From an optimization exercise on the open Yosys and OpenROAD flow, aimed at small area, a short achievable clock period and few clock cycles per item; shortcuts taken in it are not production practice. Only simulation tests tie the RTL to the original design; equivalence was not proved.

[design/flow/run.sh]
#!/bin/bash
# synth_recipe.tcl (not shown) runs the flow's synth.tcl, then flattens the netlist and writes it again
# the make line also repeats each setting of config.mk as NAME=value (left out here)
make -C /OpenROAD-flow-scripts/flow DESIGN_CONFIG=/design/flow/config.mk WORK_HOME=/design/flow/orfs CLKGATE_MAP_FILE= SYNTH_SCRIPT=/design/flow/synth_recipe.tcl finish
[design/flow/config.mk]
export PLATFORM = sky130hd
export DESIGN_NAME = zmt_tile_decoder
export DESIGN_NICKNAME = zmt_tile_decoder
export VERILOG_FILES = /design/flow/design.v
export SDC_FILE = /design/flow/constraint.sdc
export NUM_CORES = 4
export LEC_CHECK = 0
export CAP_MARGIN = 20
export CORE_MARGIN = 2
export CORE_UTILIZATION = 40
export PLACE_DENSITY = 0.6
export SLEW_MARGIN = 20
export SYNTH_MEMORY_MAX_BITS = 8192
[design/flow/constraint.sdc]
create_clock -name core_clock -period 20.0 [get_ports {clk}]
set_input_delay 4.0000 -clock core_clock [delete_from_list [all_inputs] [get_ports {clk}]]
set_output_delay 4.0000 -clock core_clock [all_outputs]
set_load 0.01 [all_outputs]
[design/flow/design.v]
module zmt_tile_decoder (
    input  wire        clk,
    input  wire        rst,
    input  wire        pal_we,
    input  wire [3:0]  pal_idx,
    input  wire [31:0] pal_data,
    input  wire        in_valid,
    output reg         in_ready,
    input  wire [7:0]  in_byte,
    input  wire [1:0]  in_mode,
    output reg         out_valid,
    input  wire        out_ready,
    output reg  [31:0] out_pixel,
    output reg         out_last
);
    localparam LAT = 465;             
    reg        pw_v;
    reg [3:0]  pw_idx;
    reg [31:0] pw_data;
    reg [31:0] pal [0:15];
    always @(posedge clk) begin
        pw_v    <= pal_we && !rst;
        pw_idx  <= pal_idx;
        pw_data <= pal_data;
        if (pw_v)
            pal[pw_idx] <= pw_data;
    end
    reg [1:0]  icnt;
    reg [9:0]  ie0, ie1;
    wire       in_fire = in_valid && in_ready;
    wire       ipop;                  
    wire       ihave = (icnt != 2'd0);
    always @(posedge clk) begin
        if ((icnt == 2'd0) || (icnt == 2'd1 && ipop) || (icnt == 2'd2 && ipop))
            ie0 <= (icnt == 2'd2) ? ie1 : {in_mode, in_byte};
        if (icnt == 2'd1 && !ipop)
            ie1 <= {in_mode, in_byte};
    end
    wire [1:0] icnt_nx = icnt + {1'b0, in_fire} - {1'b0, ipop};
    always @(posedge clk) begin
        if (rst) begin
            icnt     <= 2'd0;
            in_ready <= 1'b0;
        end else begin
            icnt     <= icnt_nx;
            in_ready <= (icnt_nx != 2'd2);
        end
    end
    localparam SL_UND = 2'd0, SL_REAL = 2'd1, SL_BUB = 2'd2;
    reg [8:0] pos;                    
    reg [1:0] sl;                     
    reg [1:0] cur_mode;
    reg       prev_real;              
    reg [1:0] prev_mode;
    reg       br_v, br_ph, br_last;
    reg [7:0] br_byte;
    reg [1:0] br_mode;
    wire      pipe_en;
    wire in_ok = (sl == SL_REAL) ? ihave :
                 (sl == SL_BUB)  ? 1'b1 : (ihave || prev_real);
    wire step  = in_ok && (!br_v || (br_ph && pipe_en));
    assign ipop = step && ((sl == SL_REAL) || (sl == SL_UND && ihave));
    wire       late      = (pos >= LAT);            
    wire       elem_v    = late ? (sl == SL_REAL) : prev_real;
    wire [1:0] elem_mode = late ? cur_mode : prev_mode;
    wire       elem_last = (pos == LAT - 1);
    always @(posedge clk) begin
        if (rst) begin
            pos       <= 9'd0;
            sl        <= SL_UND;
            prev_real <= 1'b0;
        end else if (step) begin
            pos <= pos + 9'd1;
            if (sl == SL_UND) begin
                sl <= ihave ? SL_REAL : SL_BUB;
            end
            if (pos == 9'd511) begin
                sl        <= SL_UND;
                prev_real <= (sl == SL_REAL);
            end
        end
    end
    always @(posedge clk) begin
        if (step && sl == SL_UND)
            cur_mode <= ie0[9:8];
        if (step && pos == 9'd511)
            prev_mode <= cur_mode;
    end
    wire [7:0] n0, n1, n2, n3, n4, n5, n6, n7, n8;
    assign n0 = ie0[7:0];
    zmt_xstage #(.I(5), .J(4), .LS(0))   u_s0 (.clk(clk), .en(step), .pos(pos), .x(n0), .y(n1));
    zmt_xstage #(.I(4), .J(0), .LS(16))  u_s1 (.clk(clk), .en(step), .pos(pos), .x(n1), .y(n2));
    zmt_xstage #(.I(6), .J(5), .LS(31))  u_s2 (.clk(clk), .en(step), .pos(pos), .x(n2), .y(n3));
    zmt_xstage #(.I(5), .J(1), .LS(63))  u_s3 (.clk(clk), .en(step), .pos(pos), .x(n3), .y(n4));
    zmt_xstage #(.I(7), .J(6), .LS(93))  u_s4 (.clk(clk), .en(step), .pos(pos), .x(n4), .y(n5));
    zmt_xstage #(.I(6), .J(2), .LS(157)) u_s5 (.clk(clk), .en(step), .pos(pos), .x(n5), .y(n6));
    zmt_xstage #(.I(8), .J(7), .LS(217)) u_s6 (.clk(clk), .en(step), .pos(pos), .x(n6), .y(n7));
    zmt_xstage #(.I(7), .J(3), .LS(345)) u_s7 (.clk(clk), .en(step), .pos(pos), .x(n7), .y(n8));
    always @(posedge clk) begin
        if (rst) begin
            br_v  <= 1'b0;
            br_ph <= 1'b0;
        end else if (step) begin
            br_v  <= elem_v;
            br_ph <= 1'b0;
        end else if (br_v && pipe_en) begin
            br_ph <= 1'b1;
            if (br_ph)
                br_v <= 1'b0;
        end
    end
    always @(posedge clk) begin
        if (step) begin
            br_byte <= n8;
            br_mode <= elem_mode;
            br_last <= elem_last;
        end
    end
    function [15:0] mixu;             
        input [7:0] p;
        input [7:0] q;
        input [7:0] a;
        reg   [8:0]  d;               
        reg   [15:0] m;
        begin
            d    = {1'b0, q} - {1'b0, p};
            m    = d[7:0] * a;        
            mixu = {p, 8'd0} - {8'd0, p} + 16'd128 + m - (d[8] ? {a, 8'd0} : 16'd0);
        end
    endfunction
    function [7:0] mixr;
        input [15:0] u;
        reg   [16:0] v;
        begin
            v    = {1'b0, u} + {9'd0, u[15:8]};
            mixr = v[15:8];
        end
    endfunction
    function [63:0] blendu;
        input [31:0] d;
        input [31:0] s;
        begin
            blendu = {mixu(d[31:24], s[31:24], s[7:0]),
                      mixu(d[23:16], s[23:16], s[7:0]),
                      mixu(d[15:8],  s[15:8],  s[7:0]),
                      mixu(d[7:0],   s[7:0],   s[7:0])};
        end
    endfunction
    function [31:0] blendr;
        input [63:0] u;
        begin
            blendr = {mixr(u[63:48]), mixr(u[47:32]), mixr(u[31:16]), mixr(u[15:0])};
        end
    endfunction
    wire [31:0] p0 = pal[0];
    reg        s1_v, s1_last;
    reg [1:0]  s1_mode;
    reg [31:0] s1_src;
    wire [3:0] nib = br_ph ? br_byte[3:0] : br_byte[7:4];
    always @(posedge clk) begin
        if (rst)
            s1_v <= 1'b0;
        else if (pipe_en)
            s1_v <= br_v;
        if (pipe_en) begin
            s1_last <= br_last && br_ph;
            s1_mode <= br_mode;
            s1_src  <= pal[nib];
        end
    end
    reg        s2_v, s2_last;
    reg [1:0]  s2_mode;
    reg [31:0] s2_res;
    reg [63:0] s2_u;
    always @(posedge clk) begin
        if (rst)
            s2_v <= 1'b0;
        else if (pipe_en)
            s2_v <= s1_v;
        if (pipe_en) begin
            s2_last <= s1_last;
            s2_mode <= s1_mode;
            s2_res  <= s1_src;
            s2_u    <= blendu(p0, s1_src);
        end
    end
    reg        s3_v, s3_last;
    reg [1:0]  s3_mode;
    reg [31:0] s3_res;
    always @(posedge clk) begin
        if (rst)
            s3_v <= 1'b0;
        else if (pipe_en)
            s3_v <= s2_v;
        if (pipe_en) begin
            s3_last <= s2_last;
            s3_mode <= s2_mode;
            s3_res  <= (s2_mode == 2'd0) ? s2_res : blendr(s2_u);
        end
    end
    reg        s4_v, s4_last;
    reg [1:0]  s4_mode;
    reg [31:0] s4_res;
    reg [63:0] s4_u;
    always @(posedge clk) begin
        if (rst)
            s4_v <= 1'b0;
        else if (pipe_en)
            s4_v <= s3_v;
        if (pipe_en) begin
            s4_last <= s3_last;
            s4_mode <= s3_mode;
            s4_res  <= s3_res;
            s4_u    <= blendu(p0, s3_res);
        end
    end
    wire [31:0] s5_pix = (s4_mode == 2'd3) ? blendr(s4_u) : s4_res;
    wire        push   = pipe_en && s4_v;
    reg        full;
    reg [31:0] sp_pix;
    reg        sp_last;
    wire       pop = out_valid && out_ready;
    assign pipe_en = !full;
    always @(posedge clk) begin
        if (rst) begin
            out_valid <= 1'b0;
            full      <= 1'b0;
        end else begin
            if (pop || !out_valid) begin
                if (full) begin
                    out_valid <= 1'b1;
                    full      <= 1'b0;
                end else begin
                    out_valid <= push;
                end
            end else if (push) begin
                full <= 1'b1;
            end
        end
    end
    always @(posedge clk) begin
        if (pop || !out_valid) begin
            out_pixel <= full ? sp_pix  : s5_pix;
            out_last  <= full ? sp_last : s4_last;
        end
        if (push && out_valid && !pop) begin
            sp_pix  <= s5_pix;
            sp_last <= s4_last;
        end
    end
endmodule
module zmt_xstage #(
    parameter I  = 1,
    parameter J  = 0,
    parameter LS = 0
) (
    input  wire       clk,
    input  wire       en,
    input  wire [8:0] pos,
    input  wire [7:0] x,
    output wire [7:0] y
);
    localparam D = (1 << I) - (1 << J);
    localparam [8:0] LSP = LS;
    reg  [8*D-1:0] dl;
    wire [8:0]     n     = pos - LSP;
    wire           xsel = n[I] && !n[J];
    wire [7:0]     dlo   = dl[8*D-1 -: 8];
    wire [7:0]     dli   = xsel ? dlo : x;
    assign y = xsel ? x : dlo;
    always @(posedge clk) begin
        if (en) begin
            if (D > 1)
                dl <= {dl[8*D-9:0], dli};
            else
                dl <= dli;
        end
    end
endmodule
==> reports/metrics.yaml, run 1 <==
setup_path:
  end_kind: "flop"
  slowest_stage: "fa_1"
  cp_cell_sequence: "buf_4 -> clkinv_1 -> fa_1 -> nor2b_1 -> o21ai_0 -> a21oi_1 -> nand2b_1 -> xor2_1 -> nand2_1 -> fa_1 -> fa_1 -> fa_1 -> inv_1 -> fa_1 -> inv_1 -> fa_1 -> inv_1 -> ha_1 -> a21oi_1 -> o21ai_0 -> a311o_1 -> a211oi_1 -> o31ai_1 -> xnor2_1"
  crit_family: "adder cells"
  worst-path-stages: 24
  cpMostUsedCell: "fa_1"
  critPathMaxStageDelay_ns: 0.65
  crit_arrival_ns: 8.81
  crit_start: "s1_src[1]"
  cp_max_fo: 32
  ff2ff_path_depth: 24
  critPathRequiredTime_ns: 20.69
  crit_end: "s2_u[15]"
  critical_path.n_buffers_inverters: 5
  r2r_slack_ns: 11.88
  worstSetupPathType: "reg2reg"
  r2r-start: "s1_src[1]"
  rr_endpoint: "s2_u[15]"
  start_kind: "flop"
logic_synthesis:
  syn-num-nets: 9720
  seq_area_frac_synth_pct: 79.9
  async_flop_share_pct: 0
  ys_types: 89
  yosys.cell_count.top_type: "edfxtp_1"
  yosysWarnings: 9
  synth_area_sq_um: 174000
  ys_ff_latch: 4661
  syn_avg_cell_area_sq_um: 19.9
  yosys-top-cells-area: "edfxtp_1 (79%), fa_1 (5.3%), ha_1 (3.1%), mux4_2 (1.7%), inv_1 (1.1%)"
  synth-edff-count: 4601
  synth_commonest_cells: "edfxtp_1 (4601), inv_1 (530), fa_1 (464), nand2_1 (451), ha_1 (431)"
  yosysTopAreaCell: "edfxtp_1"
  synth.top_cell.area_share_pct: 79.3
  synthCells: 8774
  synth_flop_cell: "edfxtp_1"
outcome:
  status: "finished clean"
timing:
  post-route-min-period_ns: 8.12
  rsz0062_at_grt: "no"
  slew-limit-headroom_pct: 26.5
  drv_slew: 0
  finalWorstSetupSlack_ns: 11.88
  fin_hold_ws_ns: 0.384
  finalSetupTns_ns: 0
  max_freq_mhz: 123
  hold_violations: 0
  period_share_pct: 40.6
  worst_pin_slew_ns: 1.10
  setup_viol_count_final: 0
  skew_ns: 0.0612
cts:
  clk_latency_ns: 0.97
  root_buffer: "clkbuf_16"
  clock-sinks: 4661
  hold_buffers: 0
  clk_pin_slew_ns: 0.06
  clk_path_buf_depth: 4
  cts_buffers: 441
  postCtsSetupBuffers: 0
  cts_tree: "yes"
  ctsResizeCount: 0
  htreeDepth: 5
detailed_routing:
  viasPerCell: 4.90
  dr.pass1.iters: 8
  vias: 75231
  drt_iter0_markers: 6831
  drc: 0
  wl_microns: 309000
  ant_nets: 0
  wire_per_inst_microns: 20.1
grt:
  grt_first_pass_wirelength_microns: 468000
  antenna_found_initial: 19
  grt_use_total_pct: 13.7
  gr-total-overflow: 0
  grt_start_max_net_pins: 206
  grt_pass1_vias: 76483
placement:
  post_dp_cell_area_sq_um: 183000
  hpwl_microns: 184000
  place_ws_ns: 11.76
  dp.cells: 14531
  routabilityCongestion: 0.816
  portBuffers: 85
cells_and_area:
  final.fill_count: 36526
  final_area_sq_um: 197000
  multiInputGateArea_sq_um: 32500
  final-instance-count-excl-fill: 15366
  drive_above_1_share_pct: 10.4
  seqCellArea_sq_um: 139000
  final_util_pct: 45.4
  fin_nets: 10188
  area_growth_pct: 13.0
hold_path:
  hold_path.class: "reg2reg"
  hold_path_depth: 0
die:
  initial_core_util_pct: 40.1
  rows: 242
  io_pins: 86
  dieArea_sq_um: 441000
  die_w_microns: 664
  die-height_microns: 664
  core_sq_um: 434000
job:
  maxCapViolations: 0
metal layers:
layer,vias up,track usage (%),wire [microns]
li1,34045,-,-
met1,39104,20.4,149000
met2,1580,20.7,138000
met3,500,2.04,13800
met4,2,4.13,7980
met5,-,0,9
cells by family after synthesis:
group / after synthesis / share of synthesized area, %
xor gates and xnor gates: 261 / 1.32
buffers and inverters: 699 / 1.54
adders and majority gates: 895 / 8.42
and+or+nand+nor: 1315 / 3.80
AOI/OAI and AO/OA: 701 / 2.60
muxes: 242 / 2.36
DFF: 4661 / 79.9
registers in the layout, indices dropped and copies added, names as in the netlist, 120 cells and up:
signal and flops:
u_s2.dl 256, u_s1.dl 120, u_s4.dl 512, u_s7.dl 960, u_s6.dl 1024, u_s3.dl 240, u_s0.dl 128, pal 512
u_s5.dl 480
how the worst min path moves through the flow:
| stage | from | end | slack (ns) |
|---|---|---|---|
| CTS | u_s7.dl[912] | u_s7.dl[920] | 0.37 |
| detailed placement | u_s0.dl[54] | u_s0.dl[62] | 0.40 |
| finish | u_s6.dl[341] | u_s6.dl[349] | 0.38 |
| floorplan | ie0[8] | cur_mode[0] | 0.40 |
| global route | u_s6.dl[341] | u_s6.dl[349] | 0.36 |
| global placement | u_s6.dl[323] | u_s6.dl[331] | 0.40 |
cell type report:
class                      count  share of cell area [%]
clock buffer                 567                    5.91
inverter                     532                    1.02
clock inverter               253                    1.30
tap                         5734                    3.64
timing repair buffer         192                   0.924
antenna                       13                  0.0165
multi-input combinational   3414                    16.5
sequential                  4661                    70.7
cells in the final DEF, fill, tap and decap left out, types with 26 or more instances in the layout:
master and n:
nand3_1 43, clkinv_1 97, a21oi_1 146, a211oi_1 48
clkdlybuf4s50_1 84, nor2_1 186, ha_1 431, clkbuf_16 441
nand2b_1 65, and3_1 38, fa_1 464, buf_4 90
mux4_2 128, nor3_1 50, o21ai_0 180, o31ai_1 26
o21a_1 40, and2_1 233, clkinv_2 70, nand2_1 451
a21o_1 55, edfxtp_1 4601, mux2i_1 31, clkbuf_1 112
mux2_2 77, dfxtp_1 59, xor2_1 75, a31oi_1 55
nor3b_1 45, nor2b_1 82, bufinv_16 35, inv_1 529
xnor2_1 184
Testbench counts, summed over its fixed seeds: cycles 69,312, tiles 64.
==> run 2, diff against run 1 <==
--- a/design/flow/design.v
+++ b/design/flow/design.v
@@ -116,47 +116,54 @@
             br_last <= elem_last;
         end
     end
-    function [15:0] mixu;             
+    function [23:0] mixh;             
         input [7:0] p;
         input [7:0] q;
         input [7:0] a;
-        reg   [8:0]  d;               
-        reg   [15:0] m;
-        begin
-            d    = {1'b0, q} - {1'b0, p};
-            m    = d[7:0] * a;        
-            mixu = {p, 8'd0} - {8'd0, p} + 16'd128 + m - (d[8] ? {a, 8'd0} : 16'd0);
-        end
-    endfunction
-    function [7:0] mixr;
-        input [15:0] u;
+        integer     i;
+        reg  [11:0] lo, hi;
+        begin
+            lo = 12'd128;
+            hi = 12'd0;
+            for (i = 0; i < 4; i = i + 1)
+                lo = lo + ((a[i] ? {4'd0, q} : {4'd0, p}) << i);
+            for (i = 4; i < 8; i = i + 1)
+                hi = hi + ((a[i] ? {4'd0, q} : {4'd0, p}) << (i - 4));
+            mixh = {hi, lo};
+        end
+    endfunction
+    function [7:0] mixr;              
+        input [23:0] h;
+        reg   [15:0] u;
         reg   [16:0] v;
         begin
+            u    = {4'd0, h[11:0]} + {h[23:12], 4'd0};
             v    = {1'b0, u} + {9'd0, u[15:8]};
             mixr = v[15:8];
         end
     endfunction
-    function [63:0] blendu;
+    function [95:0] blendh;
         input [31:0] d;
         input [31:0] s;
-        begin
-            blendu = {mixu(d[31:24], s[31:24], s[7:0]),
-                      mixu(d[23:16], s[23:16], s[7:0]),
-                      mixu(d[15:8],  s[15:8],  s[7:0]),
-                      mixu(d[7:0],   s[7:0],   s[7:0])};
+        input [7:0]  a;
+        begin
+            blendh = {mixh(d[31:24], s[31:24], a), mixh(d[23:16], s[23:16], a),
+                      mixh(d[15:8],  s[15:8],  a), mixh(d[7:0],   s[7:0],   a)};
         end
     endfunction
     function [31:0] blendr;
-        input [63:0] u;
-        begin
-            blendr = {mixr(u[63:48]), mixr(u[47:32]), mixr(u[31:16]), mixr(u[15:0])};
+        input [95:0] h;
+        begin
+            blendr = {mixr(h[95:72]), mixr(h[71:48]), mixr(h[47:24]), mixr(h[23:0])};
         end
     endfunction
     wire [31:0] p0 = pal[0];
     reg        s1_v, s1_last;
     reg [1:0]  s1_mode;
     reg [31:0] s1_src;
-    wire [3:0] nib = br_ph ? br_byte[3:0] : br_byte[7:4];
+    reg [7:0]  s1_a;
+    wire [3:0]  nib = br_ph ? br_byte[3:0] : br_byte[7:4];
+    wire [31:0] col = pal[nib];
     always @(posedge clk) begin
         if (rst)
             s1_v <= 1'b0;
@@ -165,13 +172,13 @@
         if (pipe_en) begin
             s1_last <= br_last && br_ph;
             s1_mode <= br_mode;
-            s1_src  <= pal[nib];
+            s1_src  <= col;
+            s1_a    <= (br_mode == 2'd0) ? 8'hff : col[7:0];
         end
     end
     reg        s2_v, s2_last;
     reg [1:0]  s2_mode;
-    reg [31:0] s2_res;
-    reg [63:0] s2_u;
+    reg [95:0] s2_h;
     always @(posedge clk) begin
         if (rst)
             s2_v <= 1'b0;
@@ -180,13 +187,13 @@
         if (pipe_en) begin
             s2_last <= s1_last;
             s2_mode <= s1_mode;
-            s2_res  <= s1_src;
-            s2_u    <= blendu(p0, s1_src);
+            s2_h    <= blendh(p0, s1_src, s1_a);
         end
     end
     reg        s3_v, s3_last;
-    reg [1:0]  s3_mode;
     reg [31:0] s3_res;
+    reg [7:0]  s3_a;
+    wire [31:0] once = blendr(s2_h);
     always @(posedge clk) begin
         if (rst)
             s3_v <= 1'b0;
@@ -194,14 +201,12 @@
             s3_v <= s2_v;
         if (pipe_en) begin
             s3_last <= s2_last;
-            s3_mode <= s2_mode;
-            s3_res  <= (s2_mode == 2'd0) ? s2_res : blendr(s2_u);
+            s3_res  <= once;
+            s3_a    <= (s2_mode == 2'd3) ? once[7:0] : 8'hff;
         end
     end
     reg        s4_v, s4_last;
-    reg [1:0]  s4_mode;
-    reg [31:0] s4_res;
-    reg [63:0] s4_u;
+    reg [95:0] s4_h;
     always @(posedge clk) begin
         if (rst)
             s4_v <= 1'b0;
@@ -209,12 +214,10 @@
             s4_v <= s3_v;
         if (pipe_en) begin
             s4_last <= s3_last;
-            s4_mode <= s3_mode;
-            s4_res  <= s3_res;
-            s4_u    <= blendu(p0, s3_res);
-        end
-    end
-    wire [31:0] s5_pix = (s4_mode == 2'd3) ? blendr(s4_u) : s4_res;
+            s4_h    <= blendh(p0, s3_res, s3_a);
+        end
+    end
+    wire [31:0] s5_pix = blendr(s4_h);
     wire        push   = pipe_en && s4_v;
     reg        full;
     reg [31:0] sp_pix;
==> run 2 against run 1 <==
Effect of this change: cell count down 5.4%; area after synthesis down 2.7%; worst hold slack worse by 0.014 ns; design area down 2.4%; critical path type unchanged; critical endpoint is now u_s0.dl[28].
==> reports/metrics.yaml, run 2 <==
outcome:
  status: "finished clean"
die:
  core_sq_um: 423000
  rows: 239
  io_pins: 86
  die_w_microns: 655
  dieArea_sq_um: 429000
  die-height_microns: 655
  initial_core_util_pct: 40.1
setup_path:
  r2r-start: "full"
  cp_max_fo: 204
  critPathRequiredTime_ns: 20.60
  crit_arrival_ns: 7.44
  crit_start: "full"
  end_kind: "flop"
  worstSetupPathType: "reg2reg"
  start_kind: "flop"
logic_synthesis:
  synthCells: 8033
  yosys-top-cells-area: "edfxtp_1 (82%), ha_1 (2.8%), fa_1 (2.6%), mux2i_1 (2.1%), mux2_2 (1.9%)"
  synth_commonest_cells: "edfxtp_1 (4613), ha_1 (383), inv_1 (374), mux2i_1 (348), mux2_2 (292)"
  async_flop_share_pct: 0
  seq_area_frac_synth_pct: 82.4
  yosysWarnings: 9
  ys_ff_latch: 4673
  ys_types: 80
  yosysTopAreaCell: "edfxtp_1"
  synth_area_sq_um: 170000
  syn-num-nets: 8691
  synth-edff-count: 4613
  synth.top_cell.area_share_pct: 81.7
  syn_avg_cell_area_sq_um: 21.1
  yosys.cell_count.top_type: "edfxtp_1"
  synth_flop_cell: "edfxtp_1"
cells_and_area:
  area_growth_pct: 13.4
  largest_reg_flops: 1024
  largestRegisters: "u_s6.dl: 1024 flops, u_s7.dl: 960 flops"
  final_common_cell: "edfxtp_1"
  final-instance-count-excl-fill: 14529
  fin_nets: 9139
  top_register: "u_s6.dl"
  drive_above_1_share_pct: 13.6
  layout.cells.most_common_list: "edfxtp_1 (4613), clkbuf_16 (452), ha_1 (383)"
  final.fill_count: 35095
detailed_routing:
  vias: 70038
  wire_per_inst_microns: 19.0
  wl_met2_microns: 121000
  viasPerCell: 4.82
  wl_met3_microns: 10300
  drc: 0
  ant_nets: 0
  wl_met1_microns: 137000
  wl_microns: 276000
  routed.top_layer: "met4"
  dr.pass1.iters: 5
  drt_iter0_markers: 6254
cts:
  cts_tree: "yes"
  cts_buffers: 448
  root_buffer: "clkbuf_16"
  clk_latency_ns: 0.98
  clock-sinks: 4673
  postCtsSetupBuffers: 0
  ctsResizeCount: 0
  hold_buffers: 0
  clk_pin_slew_ns: 0.06
  htreeDepth: 5
  clk_path_buf_depth: 4
grt:
  grt_first_pass_wirelength_microns: 425000
  grt_start_max_net_pins: 223
  antenna_found_initial: 10
  grt_use_total_pct: 12.6
  grt_pass1_vias: 70923
  gr-total-overflow: 0
placement:
  routabilityCongestion: 0.761
  portBuffers: 85
  hpwl_microns: 155000
  dp.cells: 13692
timing:
  period_share_pct: 34.2
  rsz0062_at_grt: "no"
  setup_viol_count_final: 0
  finalSetupTns_ns: 0
  post-route-min-period_ns: 6.84
  slew-limit-headroom_pct: 25.6
  fin_hold_ws_ns: 0.370
  worst_pin_slew_ns: 1.12
  max_freq_mhz: 146
  skew_ns: 0.0933
  drv_slew: 0
  hold_violations: 0
hold_path:
  hp-start: "u_s5.dl[52]"
  hold_path.class: "reg2reg"
job:
  maxCapViolations: 0
## run 2: changes by cell type after synthesis, sizes merged, moves of 41 or more
cell | before | now
mux2i | 35 | 348
nand2 | 451 | 195
fa | 464 | 224
mux2 | 79 | 292
and2 | 236 | 43
inv | 530 | 374
o21ai | 184 | 85
nor2b | 82 | 19
o21bai | 7 | 62
nand2b | 66 | 17
ha | 431 | 383
nor2 | 200 | 159
## run 2: cells by family (layout without fill, tap and decap cells)
family          Yosys count  count (layout)  synth area share (%)
other cells               0               4                     0
xor+xnor                251             251                  1.33
mux                     768             768                  5.69
buf+inv                 565            1394                  1.26
simple gates            592             592                  1.66
flops                  4673            4673                  82.4
compound gates          570             570                  2.16
fa+ha+maj               614             614                  5.51
## run 2: layer usage
layer / vias up / global-route usage (%)
li1: 32075 / -
met1: 36204 / 19.3
met2: 1288 / 18.7
met3: 471 / 1.69
met4: 0 / 3.75
met5: - / 0
## run 2: worst paths after layout
check / slack, ns / endpoint / depth (start not counted)
worst max-delay path: 13.16 / u_s0.dl[28] / 11
worst min-delay path: 0.37 / u_s5.dl[60] / 0
worst max register to register: 13.16 / u_s0.dl[28] / 11
worst min register to register: 0.37 / u_s5.dl[60] / 0
## run 2: through the flow
stage | utilization [%] | worst slack, ns | cell area (sq um)
6_report | 45.5 | 13.16 | 192000
3_3_place_gp | 42.1 | 12.87 | 178000
2_1_floorplan | - | 1.78 | 170000
3_5_place_dp | 42.1 | 12.67 | 178000
5_1_grt | 45.5 | 12.49 | 192000
4_1_cts | 45.5 | 12.74 | 192000
## run 2: area by class of cell
type,count,area [sq um],share of cell area [%]
diodes,4,10.0,0.00521
clock buffers,570,11800,6.14
clock inverters,261,2590,1.35
inverters,376,1420,0.738
multi-input cells,2795,27900,14.5
flip-flops and latches,4673,140000,72.7
well taps,5663,7090,3.68
repair buffers,187,1770,0.921
## run 2: critical path, stage by stage, from the launching register on
cell and delay [ns]:
dfxtp_1 0.30, buf_4 0.21, inv_8 0.40, a21boi_0 0.25, buf_4 0.23, a21oi_4 0.15, buf_12 0.69, buf_4 0.80
buf_4 0.90, buf_4 0.74, buf_12 0.67, buf_6 0.71
Testbench counts of run 2, summed over its fixed seeds: cycles 69,312, tiles 64.
==> run 3, diff against run 2 <==
==> design/flow/flow/run.sh (new file) <==
#!/bin/bash
# The standard layout, with timing repair asked to leave a setup margin so
# that the achieved period, not only the 20 ns constraint, is optimised.
set -euo pipefail
export SETUP_SLACK_MARGIN=14
bash standard.sh > standard.log 2>&1
==> design/flow/standard.sh (new file) <==
#!/bin/bash
# synth_recipe.tcl (not shown) runs the flow's synth.tcl, then flattens the netlist and writes it again
# the make line also repeats each setting of config.mk as NAME=value (left out here)
make -C /OpenROAD-flow-scripts/flow DESIGN_CONFIG=/design/flow/config.mk WORK_HOME=/design/flow/orfs CLKGATE_MAP_FILE= SYNTH_SCRIPT=/design/flow/synth_recipe.tcl "${@:-finish}"
removed: design/flow/run.sh
==> run 3 against run 2 <==
Effect of this change: still clean on timing, DRC and antenna; sequential cell count unchanged; non-clock buffer count fell by 11; design area about the same; clock skew shrank 0.022 ns; area after synthesis is the same; first-iteration DRC count rose by 1.7%; setup slack improved by 1.0 ns; synthesized cell count did not move; sequential share of layout area is essentially flat; utilization hardly changed; largest cell class unchanged.
==> reports/metrics.yaml, run 3 <==
outcome:
  status: "finished clean"
timing:
  skew_ns: 0.0715
  rsz0062_at_grt: "no"
  hold_violations: 0
  drv_slew: 0
  slew-limit-headroom_pct: 22.0
  period_share_pct: 29.1
  post-route-min-period_ns: 5.82
  finalSetupTns_ns: 0
  worst_pin_slew_ns: 1.17
  max_freq_mhz: 172
  setup_viol_count_final: 0
  finalWorstSetupSlack_ns: 14.18
detailed_routing:
  ant_nets: 0
  dr.pass1.iters: 7
  drt_iter0_markers: 6360
  drc: 0
  viasPerCell: 4.81
  wire_per_inst_microns: 18.5
  wl_microns: 268000
  vias: 69825
cells_and_area:
  layout.cells.most_common_list: "edfxtp_1 (4613), clkbuf_16 (454), ha_1 (383)"
  final_area_sq_um: 192000
  final-instance-count-excl-fill: 14510
  final.fill_count: 35065
  multiInputGateArea_sq_um: 27900
  largest_reg_flops: 1024
  drive_above_1_share_pct: 13.8
  area_growth_pct: 13.4
  fin_nets: 9125
  final_common_cell: "edfxtp_1"
  seqCellArea_sq_um: 140000
  largestRegisters: "u_s6.dl: 1024 flops, u_s7.dl: 960 flops"
  top_register: "u_s6.dl"
logic_synthesis:
  synth-edff-count: 4613
  seq_area_frac_synth_pct: 82.4
  ys_types: 80
  synth.top_cell.area_share_pct: 81.7
  syn-num-nets: 8691
  synthCells: 8033
  ys_ff_latch: 4673
  yosysWarnings: 9
  yosys-top-cells-area: "edfxtp_1 (82%), ha_1 (2.8%), fa_1 (2.6%), mux2i_1 (2.1%), mux2_2 (1.9%)"
  synth_commonest_cells: "edfxtp_1 (4613), ha_1 (383), inv_1 (374), mux2i_1 (348), mux2_2 (292)"
  yosysTopAreaCell: "edfxtp_1"
  syn_avg_cell_area_sq_um: 21.1
  yosys.cell_count.top_type: "edfxtp_1"
  async_flop_share_pct: 0
  synth_flop_cell: "edfxtp_1"
  synth_area_sq_um: 170000
grt:
  grt_use_total_pct: 12.1
  grt_pass1_vias: 70382
  grt_start_max_net_pins: 218
  antenna_found_initial: 3
  gr-total-overflow: 0
  grt_first_pass_wirelength_microns: 414000
setup_path:
  critPathMaxStageDelay_ns: 0.55
  crit_family: "buffers and inverters"
  critical_path.n_buffers_inverters: 1
  start_kind: "flop"
  cp_max_fo: 2
  slowest_stage: "clkdlybuf4s50_1"
  end_kind: "primary output"
  cp_cell_sequence: "clkdlybuf4s50_1"
  r2r_slack_ns: 14.43
  crit_arrival_ns: 1.82
  critPathRequiredTime_ns: 16.00
  worstSetupPathType: "reg2out"
cts:
  cts_tree: "yes"
  cts_buffers: 445
  clk_pin_slew_ns: 0.06
  htreeDepth: 5
  root_buffer: "clkbuf_16"
  clk_latency_ns: 0.96
  clk_path_buf_depth: 4
  clock-sinks: 4673
  hold_buffers: 0
placement:
  dp.cells: 13681
  hpwl_microns: 147000
  portBuffers: 85
  routabilityCongestion: 0.771
  post_dp_cell_area_sq_um: 178000
  place_ws_ns: 13.62
die:
  die-height_microns: 655
  rows: 239
  core_sq_um: 423000
  dieArea_sq_um: 429000
  die_w_microns: 655
  io_pins: 86
  initial_core_util_pct: 40.1
hold_path:
  hold_path.class: "reg2reg"
job:
  maxCapViolations: 0
run 3: logic make-up (layout without fill, tap and decap cells):
kind of cell	Yosys count	in the layout	share of synthesized area, %
simple gates	592	592	1.66
compound gates	570	570	2.16
xor+xnor	251	251	1.33
buf+inv	565	1375	1.26
fa+ha+maj	614	614	5.51
flops	4673	4673	82.4
other cells	0	4	0
mux	768	768	5.69
run 3: area by class of cell:
cell class                 instances  area share (%)
clock buffer                     545            6.13
timing repair buffer             176           0.906
inverter                         376           0.738
antenna                            4         0.00520
tap                             5663            3.68
multi-input combinational       2795            14.5
sequential                      4673            72.7
clock inverter                   278            1.38
run 3: stage by stage:
stage | util (%) | hold slack (ns)
floorplan | - | 0.400
global placement | 42.0 | 0.401
detailed placement | 42.0 | 0.405
CTS | 45.5 | 0.371
global route | 45.5 | 0.377
finish | 45.5 | 0.366
run 3: what timing repair did:
item,in CTS,in global routing
setup endpoints to repair,276,454
buffers inserted,0,0
resized for setup,5,5
run 3: layer usage:
| metal | GRT usage, % | part of all wire [%] |
|---|---|---|
| met1 | 18.5 | 49 |
| met3 | 1.71 | 4.2 |
| met2 | 18.1 | 44 |
| met4 | 3.63 | 2.5 |
| met5 | 0 | 0 |
run 3: path summary, 6_finish.rpt:
path,from,end,cells past startpoint
worst min register to register,u_s5.dl[30],u_s5.dl[38],0
worst max-delay path,out_valid,out_valid,1
worst max register to register,br_ph,u_s4.dl[284],6
worst min-delay path,u_s5.dl[30],u_s5.dl[38],0
==> run 4, diff against run 3 <==
--- a/design/flow/design.v
+++ b/design/flow/design.v
@@ -56,28 +56,35 @@
     reg [7:0] br_byte;
     reg [1:0] br_mode;
     wire      pipe_en;
-    wire in_ok = (sl == SL_REAL) ? ihave :
-                 (sl == SL_BUB)  ? 1'b1 : (ihave || prev_real);
-    wire step  = in_ok && (!br_v || (br_ph && pipe_en));
+    reg  step;
     assign ipop = step && ((sl == SL_REAL) || (sl == SL_UND && ihave));
     wire       late      = (pos >= LAT);            
     wire       elem_v    = late ? (sl == SL_REAL) : prev_real;
     wire [1:0] elem_mode = late ? cur_mode : prev_mode;
     wire       elem_last = (pos == LAT - 1);
+    wire       slot_end  = step && (pos == 9'd511);
+    wire [1:0] sl_nx     = slot_end ? SL_UND :
+                           (step && sl == SL_UND) ? (ihave ? SL_REAL : SL_BUB) : sl;
+    wire       prev_nx   = slot_end ? (sl == SL_REAL) : prev_real;
+    wire       br_v_nx   = step ? elem_v : ((br_v && br_ph && pipe_en) ? 1'b0 : br_v);
+    wire       br_ph_nx  = step ? 1'b0 : ((br_v && pipe_en) ? 1'b1 : br_ph);
+    wire       full_nx;
+    wire       ihave_nx  = (icnt_nx != 2'd0);
+    wire       in_ok_nx  = (sl_nx == SL_REAL) ? ihave_nx :
+                           (sl_nx == SL_BUB)  ? 1'b1 : (ihave_nx || prev_nx);
+    wire       step_nx   = in_ok_nx && (!br_v_nx || (br_ph_nx && !full_nx));
     always @(posedge clk) begin
         if (rst) begin
             pos       <= 9'd0;
             sl        <= SL_UND;
             prev_real <= 1'b0;
-        end else if (step) begin
-            pos <= pos + 9'd1;
-            if (sl == SL_UND) begin
-                sl <= ihave ? SL_REAL : SL_BUB;
-            end
-            if (pos == 9'd511) begin
-                sl        <= SL_UND;
-                prev_real <= (sl == SL_REAL);
-            end
+            step      <= 1'b0;
+        end else begin
+            if (step)
+                pos <= pos + 9'd1;
+            sl        <= sl_nx;
+            prev_real <= prev_nx;
+            step      <= step_nx;
         end
     end
     always @(posedge clk) begin
@@ -100,13 +107,9 @@
         if (rst) begin
             br_v  <= 1'b0;
             br_ph <= 1'b0;
-        end else if (step) begin
-            br_v  <= elem_v;
-            br_ph <= 1'b0;
-        end else if (br_v && pipe_en) begin
-            br_ph <= 1'b1;
-            if (br_ph)
-                br_v <= 1'b0;
+        end else begin
+            br_v  <= br_v_nx;
+            br_ph <= br_ph_nx;
         end
     end
     always @(posedge clk) begin
@@ -224,21 +227,15 @@
     reg        sp_last;
     wire       pop = out_valid && out_ready;
     assign pipe_en = !full;
+    assign full_nx = (pop || !out_valid) ? 1'b0 : (push ? 1'b1 : full);
     always @(posedge clk) begin
         if (rst) begin
             out_valid <= 1'b0;
             full      <= 1'b0;
         end else begin
-            if (pop || !out_valid) begin
-                if (full) begin
-                    out_valid <= 1'b1;
-                    full      <= 1'b0;
-                end else begin
-                    out_valid <= push;
-                end
-            end else if (push) begin
-                full <= 1'b1;
-            end
+            if (pop || !out_valid)
+                out_valid <= full || push;
+            full <= full_nx;
         end
     end
     always @(posedge clk) begin
==> design/flow/flow/run.sh (replaced) <==
#!/bin/bash
# The standard layout, with two changes to how it is made:
#  - timing repair is asked to leave a setup margin, so that the period the
#    layout achieves is optimised, not only the 20 ns constraint;
#  - the port buffers that the standard flow inserts are buf_4 cells.
set -euo pipefail
export SETUP_SLACK_MARGIN=14
export BUFFER_PORTS_ARGS="-inputs -outputs -buffer_cell sky130_fd_sc_hd__buf_4"
bash standard.sh > standard.log 2>&1
--- a/design/flow/config.mk
+++ b/design/flow/config.mk
@@ -7,7 +7,7 @@
 export LEC_CHECK = 0
 export CAP_MARGIN = 20
 export CORE_MARGIN = 2
-export CORE_UTILIZATION = 40
-export PLACE_DENSITY = 0.6
+export CORE_UTILIZATION = 55
+export PLACE_DENSITY = 0.65
 export SLEW_MARGIN = 20
 export SYNTH_MEMORY_MAX_BITS = 8192
==> run 4 against run 3 <==
Effect of this change: design area is 0.88% lower; clock-buffer cell count is 10 lower; global-route usage is 4.4 points higher; first-iteration DRC count is 1.4% higher; still clean; cell count is 10% lower; setup slack better by 0.33 ns; sequential cell count is 1 higher; highest routed layer unchanged.
==> reports/metrics.yaml, run 4 <==
outcome:
  status: "finished clean"
grt:
  antenna_found_initial: 4
  grt_use_total_pct: 16.5
  gr-total-overflow: 0
  grt_pass1_vias: 69836
  grt_first_pass_wirelength_microns: 408000
  grt_start_max_net_pins: 218
setup_path:
  start_kind: "flop"
  worstSetupPathType: "reg2out"
  end_kind: "primary output"
  crit_arrival_ns: 1.49
  r2r_slack_ns: 14.57
  worst-path-stages: 1
  ff2ff_path_depth: 6
  crit_end: "out_last"
  cp_cell_sequence: "buf_4"
  critPathRequiredTime_ns: 16.00
  crit_start: "out_last"
  r2r-start: "step"
  cp_max_fo: 1
  crit_family: "flip-flops"
  rr_endpoint: "u_s7.dl[501]"
  slowest_stage: "edfxtp_1"
  critical_path.n_buffers_inverters: 1
  critPathMaxStageDelay_ns: 0.38
job:
  maxCapViolations: 0
detailed_routing:
  dr.pass1.iters: 8
  drc: 0
  wl_microns: 264000
  wire_per_inst_microns: 20.2
  drt_iter0_markers: 6446
  vias: 70642
  viasPerCell: 5.42
  ant_nets: 0
timing:
  period_share_pct: 27.4
  rsz0062_at_grt: "no"
  skew_ns: 0.0826
  max_freq_mhz: 182
  post-route-min-period_ns: 5.49
  worst_pin_slew_ns: 1.11
  finalSetupTns_ns: 0
  hold_violations: 0
  setup_viol_count_final: 0
  drv_slew: 0
  slew-limit-headroom_pct: 26.0
logic_synthesis:
  ys_types: 102
  async_flop_share_pct: 0
  synth_area_sq_um: 170000
  synth_fa_ha_area_share_pct: 5.46
  yosysTopAreaCell: "edfxtp_1"
  syn_avg_cell_area_sq_um: 21.0
  synth.area.mux_share_pct: 5.63
  synth_top_family_by_area: "multiplexers"
  synthCells: 8119
  synthSimpleGateAreaFrac_pct: 1.75
  synth.top_cell.area_share_pct: 81.3
  synthXorXnorAreaFrac_pct: 1.29
  syn-num-nets: 8777
  synth_commonest_cells: "edfxtp_1 (4613), inv_1 (385), ha_1 (383), mux2i_1 (321), mux2_2 (307)"
  yosys.cell_count.top_type: "edfxtp_1"
  synth_compound_area_share_pct: 2.51
  yosysWarnings: 9
  synth_flop_cell: "edfxtp_1"
  synth-edff-count: 4613
  ys_ff_latch: 4674
  yosys-top-cells-area: "edfxtp_1 (81%), ha_1 (2.8%), fa_1 (2.6%), mux2_2 (2.0%), mux2i_1 (1.9%)"
  seq_area_frac_synth_pct: 82.0
die:
  core_sq_um: 309000
  dieArea_sq_um: 314000
  rows: 204
  die-height_microns: 561
  io_pins: 86
  initial_core_util_pct: 55.2
  die_w_microns: 561
placement:
  portBuffers: 85
  routabilityCongestion: 0.781
  hpwl_microns: 146000
  dp.cells: 12215
cts:
  clock-sinks: 4674
  cts_tree: "yes"
  clk_path_buf_depth: 4
  clk_latency_ns: 0.95
  htreeDepth: 5
  root_buffer: "clkbuf_16"
  cts_buffers: 439
  clk_pin_slew_ns: 0.06
  postCtsSetupBuffers: 0
cells_and_area:
  fin_nets: 9198
  final_common_cell: "edfxtp_1"
  largestRegisters: "u_s6.dl: 1024 flops, u_s7.dl: 960 flops"
  drive_above_1_share_pct: 14.8
  final-instance-count-excl-fill: 13039
  largest_reg_flops: 1024
  layout.cells.most_common_list: "edfxtp_1 (4613), clkbuf_16 (441), inv_1 (385)"
  top_register: "u_s6.dl"
  final_util_pct: 61.8
  area_growth_pct: 11.9
hold_path:
  hold_path.class: "reg2reg"
  hp-start: "u_s7.dl[377]"
[run 4: changes by cell type in the layout (fill, tap and decap cells not counted), moves of 15 or more]
cell,delta
buf_4,+90
clkdlybuf4s50_1,-83
a21oi_1,-28
mux2i_1,-27
o21ai_0,+20
nand2_1,-19
o22ai_1,+16
mux2_2,+15
[run 4: worst min-delay path by stage]
stage / end / slack (ns) / depth (start not counted)
after floorplan: cur_mode[0] / 0.40 / 0
after global placement: u_s7.dl[226] / 0.40 / 0
after detailed placement: s2_mode[1] / 0.40 / 0
after CTS: u_s7.dl[336] / 0.34 / 0
after global routing: u_s7.dl[336] / 0.34 / 0
final: u_s7.dl[385] / 0.35 / 0
[run 4: cell families after synthesis]
group                    Yosys count
adder cells (fa/ha/maj)          609
buffers and inverters            589
AO/OA/AOI/OAI                    631
AND/OR/NAND/NOR                  610
multiplexers                     759
XOR/XNOR                         247
flip-flops                      4674
[run 4: area by class of cell]
cell class / instances / area (sq um)
clock inverter: 281 / 2740
inverter: 387 / 1460
clock buffer: 535 / 11500
fill: 21098 / 118000
tap: 4120 / 5150
antenna: 4 / 10.0
timing repair buffer: 182 / 1560
multi-input combinational: 2856 / 28500
sequential: 4674 / 140000
[run 4: stage by stage]
step,worst slack (ns),hold slack [ns],area [sq um]
after CTS,14.16,0.341,191000
after global placement,13.69,0.400,176000
after floorplan,-9.08,0.400,170000
after global routing,14.16,0.335,191000
after detailed placement,13.37,0.405,176000
final,14.51,0.355,191000
[run 4: timing repair]
item	CTS	global route
resized for setup	3	3
setup endpoints to repair	82	170
hold buffers	0	0
pin swaps	0	0
[run 4: metal layers]
| metal | up-vias | share of wire [%] | wire [microns] | track usage [%] |
|---|---|---|---|---|
| met2 | 1486 | 42 | 112000 | 23.3 |
| met3 | 416 | 4.4 | 11600 | 2.14 |
| met5 | - | 0 | 0 | 0 |
| met4 | 0 | 2.4 | 6370 | 4.78 |
| li1 | 32396 | - | - | - |
| met1 | 36344 | 51 | 134000 | 27.1 |
Testbench counts of run 4, summed over its fixed seeds: cycles 69,312, tiles 64.
==> run 5, diff against run 4 <==
--- a/design/flow/config.mk
+++ b/design/flow/config.mk
@@ -8,6 +8,8 @@
 export CAP_MARGIN = 20
 export CORE_MARGIN = 2
 export CORE_UTILIZATION = 55
+export CTS_CLUSTER_DIAMETER = 100
+export CTS_CLUSTER_SIZE = 25
 export PLACE_DENSITY = 0.65
 export SLEW_MARGIN = 20
 export SYNTH_MEMORY_MAX_BITS = 8192
==> run 5 against run 4 <==
Effect of this change: global-route usage is 0.53 points lower; design area is 4.2% lower; critical endpoint is now in_ready; clock skew is 0.011 ns lower; critical path type unchanged; clock-buffer cell count is 245 lower; register-to-register slack hardly changed; highest routed layer unchanged; synthesized cell count stayed put.
==> reports/metrics.yaml, run 5 <==
grt:
  grt_first_pass_wirelength_microns: 395000
  use_met1_pct: 26.7
  grt_use_met3_pct: 1.70
  use_met2_pct: 22.9
  gr-total-overflow: 0
  busiest_layer: "met1"
  grt_start_max_net_pins: 218
  grt_use_total_pct: 16.0
  grt_pass1_vias: 67014
  antenna_found_initial: 4
hold_path:
  hold_path.class: "reg2reg"
  hold_path_depth: 0
  hp-start: "u_s7.dl[328]"
timing:
  slew-limit-headroom_pct: 25.0
  max_freq_mhz: 182
  setup_viol_count_final: 0
  worst_pin_slew_ns: 1.12
  rsz0062_at_grt: "no"
  period_share_pct: 27.4
  skew_ns: 0.0717
  drv_slew: 0
  hold_violations: 0
  finalSetupTns_ns: 0
  fin_hold_ws_ns: 0.364
  post-route-min-period_ns: 5.49
  finalWorstSetupSlack_ns: 14.51
cts:
  clk_path_buf_depth: 4
  cts_tree: "yes"
  clock-sinks: 4674
  htreeDepth: 4
  hold_buffers: 0
  root_buffer: "clkbuf_16"
  clk_latency_ns: 0.91
  cts_buffers: 220
  clk_pin_slew_ns: 0.09
setup_path:
  critical_path.n_buffers_inverters: 1
  cp_max_fo: 2
  worstSetupPathType: "reg2out"
  critPathMaxStageDelay_ns: 0.42
  ff2ff_path_depth: 6
  worst-path-stages: 1
  critPathRequiredTime_ns: 16.00
  crit_family: "flip-flops"
  end_kind: "primary output"
  crit_arrival_ns: 1.49
  crit_start: "in_ready"
  cp_cell_sequence: "buf_4"
  slowest_stage: "dfxtp_1"
  r2r-start: "step"
  start_kind: "flop"
placement:
  post_dp_cell_area_sq_um: 176000
  dp.cells: 12215
  place_ws_ns: 13.37
  portBuffers: 85
  hpwl_microns: 146000
  routabilityCongestion: 0.781
logic_synthesis:
  syn-num-nets: 8777
  synth.top_cell.area_share_pct: 81.3
  yosysWarnings: 9
  synth-edff-count: 4613
  yosys.cell_count.top_type: "edfxtp_1"
  yosys-top-cells-area: "edfxtp_1 (81%), ha_1 (2.8%), fa_1 (2.6%), mux2_2 (2.0%), mux2i_1 (1.9%)"
  synthCells: 8119
  synth_flop_cell: "edfxtp_1"
  synth_commonest_cells: "edfxtp_1 (4613), inv_1 (385), ha_1 (383), mux2i_1 (321), mux2_2 (307)"
  ys_ff_latch: 4674
  yosysTopAreaCell: "edfxtp_1"
  synth_area_sq_um: 170000
  ys_types: 102
  seq_area_frac_synth_pct: 82.0
  syn_avg_cell_area_sq_um: 21.0
  async_flop_share_pct: 0
die:
  dieArea_sq_um: 314000
  die_w_microns: 561
  die-height_microns: 561
  rows: 204
  io_pins: 86
  core_sq_um: 309000
  initial_core_util_pct: 55.2
cells_and_area:
  layout.cells.most_common_list: "edfxtp_1 (4613), inv_1 (385), ha_1 (383)"
  largestRegisters: "u_s6.dl: 1024 flops, u_s7.dl: 960 flops"
  final_common_cell: "edfxtp_1"
  final.fill_count: 21853
  largest_reg_flops: 1024
  final-instance-count-excl-fill: 12545
  top_register: "u_s6.dl"
  final_area_sq_um: 183000
  final_util_pct: 59.2
  fin_nets: 8978
  drive_above_1_share_pct: 11.3
  area_growth_pct: 7.19
detailed_routing:
  wl_microns: 257000
  vias: 68814
  drc: 0
  drt_iter0_markers: 6818
  viasPerCell: 5.49
  wire_per_inst_microns: 20.4
  ant_nets: 0
  dr.pass1.iters: 6
outcome:
  status: "finished clean"
job:
  maxCapViolations: 0
## run 5: cell families (layout without fill, tap and decap cells)
kind of cell               count (synthesis)  count (layout)  share of synthesized area, %
AOI/OAI and AO/OA                        631             631                          2.51
xor gates and xnor gates                 247             247                          1.29
adders and majority gates                609             609                          5.46
buffers and inverters                    589             890                          1.32
DFF                                     4674            4674                          82.0
muxes                                    759             759                          5.63
other                                      0               5                             0
and+or+nand+nor                          610             610                          1.75
## run 5: area by class of cell
class / count / area (sq um) / share of cell area (%)
Clock inverter: 32 / 373 / 0.204
Clock buffer: 290 / 5810 / 3.18
Sequential cell: 4674 / 140000 / 76.5
Antenna cell: 5 / 12.5 / 0.00685
Timing Repair Buffer: 181 / 1550 / 0.850
Inverter: 387 / 1460 / 0.800
Multi-Input combinational cell: 2856 / 28500 / 15.6
Tap cell: 4120 / 5150 / 2.82
## run 5: metal layers
layer,vias to the layer above,part of all wire (%),routed length (microns)
li1,31664,-,-
met3,284,3.7,9540
met2,1123,43,110000
met1,35743,52,133000
met4,0,1.8,4640
met5,-,0,0
## run 5: final timing paths
kind | end | slack [ns]
setup reg to reg | u_s7.dl[588] | 14.57
hold / removal | u_s7.dl[336] | 0.36
hold reg to reg | u_s7.dl[336] | 0.36
setup / recovery | in_ready | 14.51
## run 5: timing repair
action	4_1_cts	5_1_grt
resized for setup	3	3
setup endpoints to repair	82	170
cloned	0	0
setup buffers	0	0
==> run 6, diff against run 5 <==
--- a/design/flow/design.v
+++ b/design/flow/design.v
@@ -14,16 +14,10 @@
     output reg         out_last
 );
     localparam LAT = 465;             
-    reg        pw_v;
-    reg [3:0]  pw_idx;
-    reg [31:0] pw_data;
     reg [31:0] pal [0:15];
     always @(posedge clk) begin
-        pw_v    <= pal_we && !rst;
-        pw_idx  <= pal_idx;
-        pw_data <= pal_data;
-        if (pw_v)
-            pal[pw_idx] <= pw_data;
+        if (pal_we)
+            pal[pal_idx] <= pal_data;
     end
     reg [1:0]  icnt;
     reg [9:0]  ie0, ie1;
--- a/design/flow/config.mk
+++ b/design/flow/config.mk
@@ -7,9 +7,9 @@
 export LEC_CHECK = 0
 export CAP_MARGIN = 20
 export CORE_MARGIN = 2
-export CORE_UTILIZATION = 55
+export CORE_UTILIZATION = 65
 export CTS_CLUSTER_DIAMETER = 100
 export CTS_CLUSTER_SIZE = 25
-export PLACE_DENSITY = 0.65
+export PLACE_DENSITY = 0.72
 export SLEW_MARGIN = 20
 export SYNTH_MEMORY_MAX_BITS = 8192
==> run 6 against run 5 <==
Effect of this change: still clean; register-to-register slack about the same; maximum frequency down 0.44%; critical path depth unchanged; synthesized cell count down 0.30%; clock skew up 0.022 ns; cell count down 6.2%; worst hold slack better by 0.020 ns; die area down 16%; critical path type unchanged; non-clock buffer count down 1; area after synthesis down 0.47%; critical endpoint unchanged.
==> reports/metrics.yaml, run 6 <==
outcome:
  status: "finished clean"
detailed_routing:
  routed.top_layer: "met4"
  drc: 0
  drt_iter0_markers: 6404
  wl_met1_microns: 129000
  viasPerCell: 5.85
  wl_microns: 264000
  wl_met2_microns: 118000
  ant_nets: 0
  vias: 68871
  dr.pass1.iters: 7
  wire_per_inst_microns: 22.4
  wl_met3_microns: 13300
job:
  maxCapViolations: 0
cells_and_area:
  layout.cells.most_common_list: "edfxtp_1 (4613), inv_1 (398), ha_1 (383)"
  top_register: "u_s6.dl"
  multiInputGateArea_sq_um: 28400
  largest_reg_flops: 1024
  largestRegisters: "u_s6.dl: 1024 flops, u_s7.dl: 960 flops"
  area_growth_pct: 6.46
  seqCellArea_sq_um: 139000
  fin_nets: 8947
  drive_above_1_share_pct: 11.1
  final_util_pct: 69.6
  final.fill_count: 15515
  final_area_sq_um: 180000
  final_common_cell: "edfxtp_1"
logic_synthesis:
  syn_avg_cell_area_sq_um: 20.9
  synth-edff-count: 4613
  synth_flop_cell: "edfxtp_1"
  seq_area_frac_synth_pct: 82.0
  ys_types: 85
  yosysTopAreaCell: "edfxtp_1"
  async_flop_share_pct: 0
  synth_commonest_cells: "edfxtp_1 (4613), inv_1 (398), ha_1 (383), mux2i_1 (331), mux2_2 (310)"
  yosysWarnings: 9
  synth_area_sq_um: 170000
  synth.top_cell.area_share_pct: 81.7
  synthCells: 8095
  ys_ff_latch: 4637
  syn-num-nets: 8753
  yosys.cell_count.top_type: "edfxtp_1"
  yosys-top-cells-area: "edfxtp_1 (82%), ha_1 (2.8%), fa_1 (2.6%), mux2_2 (2.1%), mux2i_1 (2.0%)"
cts:
  cts_buffers: 215
  postCtsSetupBuffers: 0
  clk_pin_slew_ns: 0.10
  cts_tree: "yes"
  hold_buffers: 0
  clk_path_buf_depth: 4
  clk_latency_ns: 0.95
  root_buffer: "clkbuf_16"
  htreeDepth: 4
  ctsResizeCount: 0
  clock-sinks: 4637
grt:
  grt_start_max_net_pins: 216
  grt_pass1_vias: 67384
  grt_use_total_pct: 19.6
  gr-total-overflow: 0
  grt_first_pass_wirelength_microns: 400000
  antenna_found_initial: 4
timing:
  setup_viol_count_final: 0
  hold_violations: 0
  post-route-min-period_ns: 5.51
  max_freq_mhz: 181
  skew_ns: 0.0932
  drv_slew: 0
  worst_pin_slew_ns: 1.13
  slew-limit-headroom_pct: 24.8
  finalSetupTns_ns: 0
  rsz0062_at_grt: "no"
  fin_hold_ws_ns: 0.383
  period_share_pct: 27.6
hold_path:
  hold_path.class: "reg2reg"
  hold_path_depth: 0
  hp-start: "u_s3.dl[6]"
placement:
  post_dp_cell_area_sq_um: 175000
  portBuffers: 85
  hpwl_microns: 149000
  routabilityCongestion: 0.791
die:
  die_w_microns: 515
  rows: 187
  core_sq_um: 259000
  io_pins: 86
  dieArea_sq_um: 265000
  die-height_microns: 515
  initial_core_util_pct: 65.3
setup_path:
  crit_arrival_ns: 1.51
  critPathRequiredTime_ns: 16.00
  crit_start: "in_ready"
  r2r-start: "step"
  slowest_stage: "dfxtp_1"
  worstSetupPathType: "reg2out"
  end_kind: "primary output"
  critPathMaxStageDelay_ns: 0.43
  cp_max_fo: 2
  worst-path-stages: 1
  start_kind: "flop"
  r2r_slack_ns: 14.57
  critical_path.n_buffers_inverters: 1
  ff2ff_path_depth: 5
  crit_family: "flip-flops"
  cp_cell_sequence: "buf_4"
[run 6: changes by cell type after synthesis, sizes merged, moves of 12 or more]
cell / before / now
dfxtp: 61 / 24
o21ai: 117 / 79
xnor2: 163 / 177
clkbuf: 128 / 148
inv: 386 / 398
a21oi: 159 / 187
buf: 74 / 54
xor2: 82 / 70
[run 6: final cells by class]
type                       count  share of cell area (%)
clock inverter                15                   0.108
timing repair buffer         180                   0.842
tap                         3402                    2.36
multi-input combinational   2856                    15.7
antenna                        3                 0.00416
sequential                  4637                    77.0
clock buffer                 273                    3.11
inverter                     399                   0.834
[run 6: metrics by stage]
stage | setup WS, ns | instances
after CTS | 14.37 | 11760
after detailed placement | 14.12 | 11472
after global placement | 13.89 | 11471
after global routing | 14.07 | 11764
after floorplan | -6.89 | 8095
final | 14.49 | 11765
[run 6: worst paths after layout]
check | to
setup / recovery | in_ready
hold / removal | u_s3.dl[14]
setup reg to reg | u_s6.dl[440]
hold reg to reg | u_s3.dl[14]
[run 6: worst reg2reg max path, cell delays in order, from the launching register on]
cell and delay (ns):
dfxtp_4 0.89, buf_4 0.65, buf_4 0.85, buf_4 0.81
buf_4 0.90, buf_4 0.87
[run 6: cell families (layout without fill, tap and decap cells)]
| kind of cell | after synthesis | after routing | share of synthesized area, % |
|---|---|---|---|
| xor gates and xnor gates | 251 | 251 | 1.33 |
| muxes | 770 | 770 | 5.72 |
| and+or+nand+nor | 579 | 579 | 1.63 |
| adders and majority gates | 611 | 611 | 5.50 |
| DFF | 4637 | 4637 | 82.0 |
| buffers and inverters | 602 | 867 | 1.35 |
| other | 0 | 3 | 0 |
| AOI/OAI and AO/OA | 645 | 645 | 2.48 |
[run 6: layer usage]
metal	GRT usage, %	vias up
li1	-	31477
met1	32.3	35544
met2	29.1	1567
met3	2.55	283
met4	3.35	0
met5	0	-
Testbench counts of run 6, summed over its fixed seeds: cycles 69,312, tiles 64.
==> run 7, diff against run 6 <==
--- a/design/flow/flow/run.sh
+++ b/design/flow/flow/run.sh
@@ -4,6 +4,6 @@
 #    layout achieves is optimised, not only the 20 ns constraint;
 #  - the port buffers that the standard flow inserts are buf_4 cells.
 set -euo pipefail
-export SETUP_SLACK_MARGIN=14
+export SETUP_SLACK_MARGIN=14.5
 export BUFFER_PORTS_ARGS="-inputs -outputs -buffer_cell sky130_fd_sc_hd__buf_4"
 bash standard.sh > standard.log 2>&1
==> run 7 against run 6 <==
Effect of this change: design area about the same; still clean; critical path type unchanged.
==> reports/metrics.yaml, run 7 <==
cts:
  clk_path_buf_depth: 4
  cts_tree: "yes"
  htreeDepth: 4
  cts_buffers: 215
  clk_pin_slew_ns: 0.10
  postCtsSetupBuffers: 0
  clock-sinks: 4637
  clk_latency_ns: 0.95
  root_buffer: "clkbuf_16"
  hold_buffers: 0
cells_and_area:
  final_area_sq_um: 181000
  final_common_cell: "edfxtp_1"
  layout.cells.most_common_list: "edfxtp_1 (4613), inv_1 (398), ha_1 (383)"
  drive_above_1_share_pct: 11.2
  largestRegisters: "u_s6.dl: 1024 flops, u_s7.dl: 960 flops"
  area_growth_pct: 6.54
  largest_reg_flops: 1024
  top_register: "u_s6.dl"
  final.fill_count: 15502
  fin_nets: 8947
  final_util_pct: 69.6
setup_path:
  worstSetupPathType: "reg2out"
  critical_path.n_buffers_inverters: 1
  worst-path-stages: 1
  ff2ff_path_depth: 5
  crit_arrival_ns: 1.49
  critPathRequiredTime_ns: 16.00
  start_kind: "flop"
  cp_cell_sequence: "buf_6"
  cp_max_fo: 1
  slowest_stage: "edfxtp_1"
  crit_family: "flip-flops"
  critPathMaxStageDelay_ns: 0.44
  end_kind: "primary output"
logic_synthesis:
  async_flop_share_pct: 0
  synth_flop_cell: "edfxtp_1"
  syn-num-nets: 8753
  synth-edff-count: 4613
  syn_avg_cell_area_sq_um: 20.9
  yosysTopAreaCell: "edfxtp_1"
  yosysWarnings: 9
  yosys-top-cells-area: "edfxtp_1 (82%), ha_1 (2.8%), fa_1 (2.6%), mux2_2 (2.1%), mux2i_1 (2.0%)"
  synthCells: 8095
  synth_commonest_cells: "edfxtp_1 (4613), inv_1 (398), ha_1 (383), mux2i_1 (331), mux2_2 (310)"
  yosys.cell_count.top_type: "edfxtp_1"
  synth_area_sq_um: 170000
  seq_area_frac_synth_pct: 82.0
  ys_types: 85
  ys_ff_latch: 4637
  synth.top_cell.area_share_pct: 81.7
detailed_routing:
  ant_nets: 0
  wl_microns: 264000
  viasPerCell: 5.86
  wire_per_inst_microns: 22.4
  drt_iter0_markers: 6668
  dr.pass1.iters: 6
  drc: 0
  vias: 68982
die:
  core_sq_um: 259000
  die_w_microns: 515
  rows: 187
  die-height_microns: 515
  dieArea_sq_um: 265000
  io_pins: 86
  initial_core_util_pct: 65.3
timing:
  period_share_pct: 27.5
  rsz0062_at_grt: "yes"
  worst_pin_slew_ns: 1.13
  fin_hold_ws_ns: 0.385
  slew-limit-headroom_pct: 24.4
  max_freq_mhz: 182
  setup_viol_count_final: 0
  hold_violations: 0
  finalSetupTns_ns: 0
  post-route-min-period_ns: 5.49
  skew_ns: 0.0923
  drv_slew: 0
job:
  maxCapViolations: 0
hold_path:
  hold_path_depth: 0
  hold_path.class: "reg2reg"
grt:
  grt_use_total_pct: 19.7
  grt_pass1_vias: 67385
  grt_start_max_net_pins: 216
  antenna_found_initial: 4
  grt_first_pass_wirelength_microns: 400000
  gr-total-overflow: 0
placement:
  post_dp_cell_area_sq_um: 175000
  hpwl_microns: 149000
  routabilityCongestion: 0.791
  portBuffers: 85
outcome:
  status: "finished clean"
-- run 7: worst register-to-register path, stage by stage, from the launching register on --
cell and delay [ns]:
dfxtp_4 0.89, buf_4 0.66, buf_6 0.63, buf_4 0.80, buf_4 0.90, buf_6 0.65
-- run 7: metal layers --
layer / vias to the layer above / part of all wire (%) / track usage, %
met5: - / 0 / 0
met4: 0 / 1.6 / 3.35
met3: 294 / 4.9 / 2.52
met2: 1607 / 45 / 29.2
met1: 35591 / 49 / 32.3
li1: 31490 / - / -
-- run 7: repair_timing --
action	in CTS	in global routing
cloned	0	0
gates resized for setup	27	9
endpoints found under the setup margin	46	185
-- run 7: final timing paths --
kind / to / slack (ns) / from
setup reg to reg: u_s6.dl[420] / 15.02 / step
setup / recovery: out_pixel[13] / 14.51 / out_pixel[13]
hold / removal: u_s3.dl[14] / 0.39 / u_s3.dl[6]
hold reg to reg: u_s3.dl[14] / 0.39 / u_s3.dl[6]
-- run 7: kinds of logic after synthesis --
| group | after synthesis | synth area share, % |
|---|---|---|
| compound gates | 645 | 2.48 |
| xor+xnor | 251 | 1.33 |
| fa+ha+maj | 611 | 5.50 |
| buf+inv | 602 | 1.35 |
| flops | 4637 | 82.0 |
| mux | 770 | 5.72 |
| simple gates | 579 | 1.63 |
-- run 7: metrics by stage --
step	instances	worst slack [ns]
6_report	11765	14.51
5_1_grt	11764	14.39
4_1_cts	11760	14.38
3_5_place_dp	11472	14.12
3_3_place_gp	11471	13.89
2_1_floorplan	8095	-6.89
-- run 7: cell type report --
cell class	instances	area, sq um	area share, %
inverters	399	1510	0.833
repair buffers	180	1640	0.910
clock inverters	15	195	0.108
clock buffers	273	5620	3.11
multi-input cells	2856	28400	15.7
well taps	3402	4260	2.36
diodes	3	7.51	0.00416
flip-flops and latches	4637	139000	77.0

==> afterwards: timing with drivers on the ports <==
The results above use ideal ports. As a check the final layouts listed here were re-extracted and re-timed, cells and wires unchanged.
Step 1, drivers: a clkbuf_16 drives clk and a buf_2 each remaining input, both assumed.
Step 2, shift: input delay + t, output delay - t, t = (earliest + latest rising clock arrival at the registers) / 2. This alone moves slack from input paths to output paths.
Slacks: ideal / step 1 / step 2; pairs: ideal / step 1.
run | shift t [ns] | setup WS [ns] | hold WS [ns]
run 1 | 1.050 | 11.885 / 11.885 / 11.885 | 0.384 / 0.384 / 0.384
run 2 | 1.042 | 13.160 / 13.160 / 13.160 | 0.370 / 0.370 / 0.370
run 3 | 1.047 | 14.182 / 14.072 / 13.772 | 0.366 / 0.366 / 0.366
run 4 | 1.006 | 14.514 / 14.415 / 14.220 | 0.355 / 0.355 / 0.355
run 5 | 0.969 | 14.514 / 14.415 / 14.258 | 0.364 / 0.364 / 0.364
run 6 | 0.995 | 14.489 / 14.396 / 14.126 | 0.383 / 0.383 / 0.383
run 7 | 0.995 | 14.509 / 14.416 / 14.133 | 0.385 / 0.385 / 0.385
After both steps setup and hold are still met in every run listed. The setup slack of run 3, which loses most, moves by -0.110 ns with the drivers and by -0.410 ns with both steps.
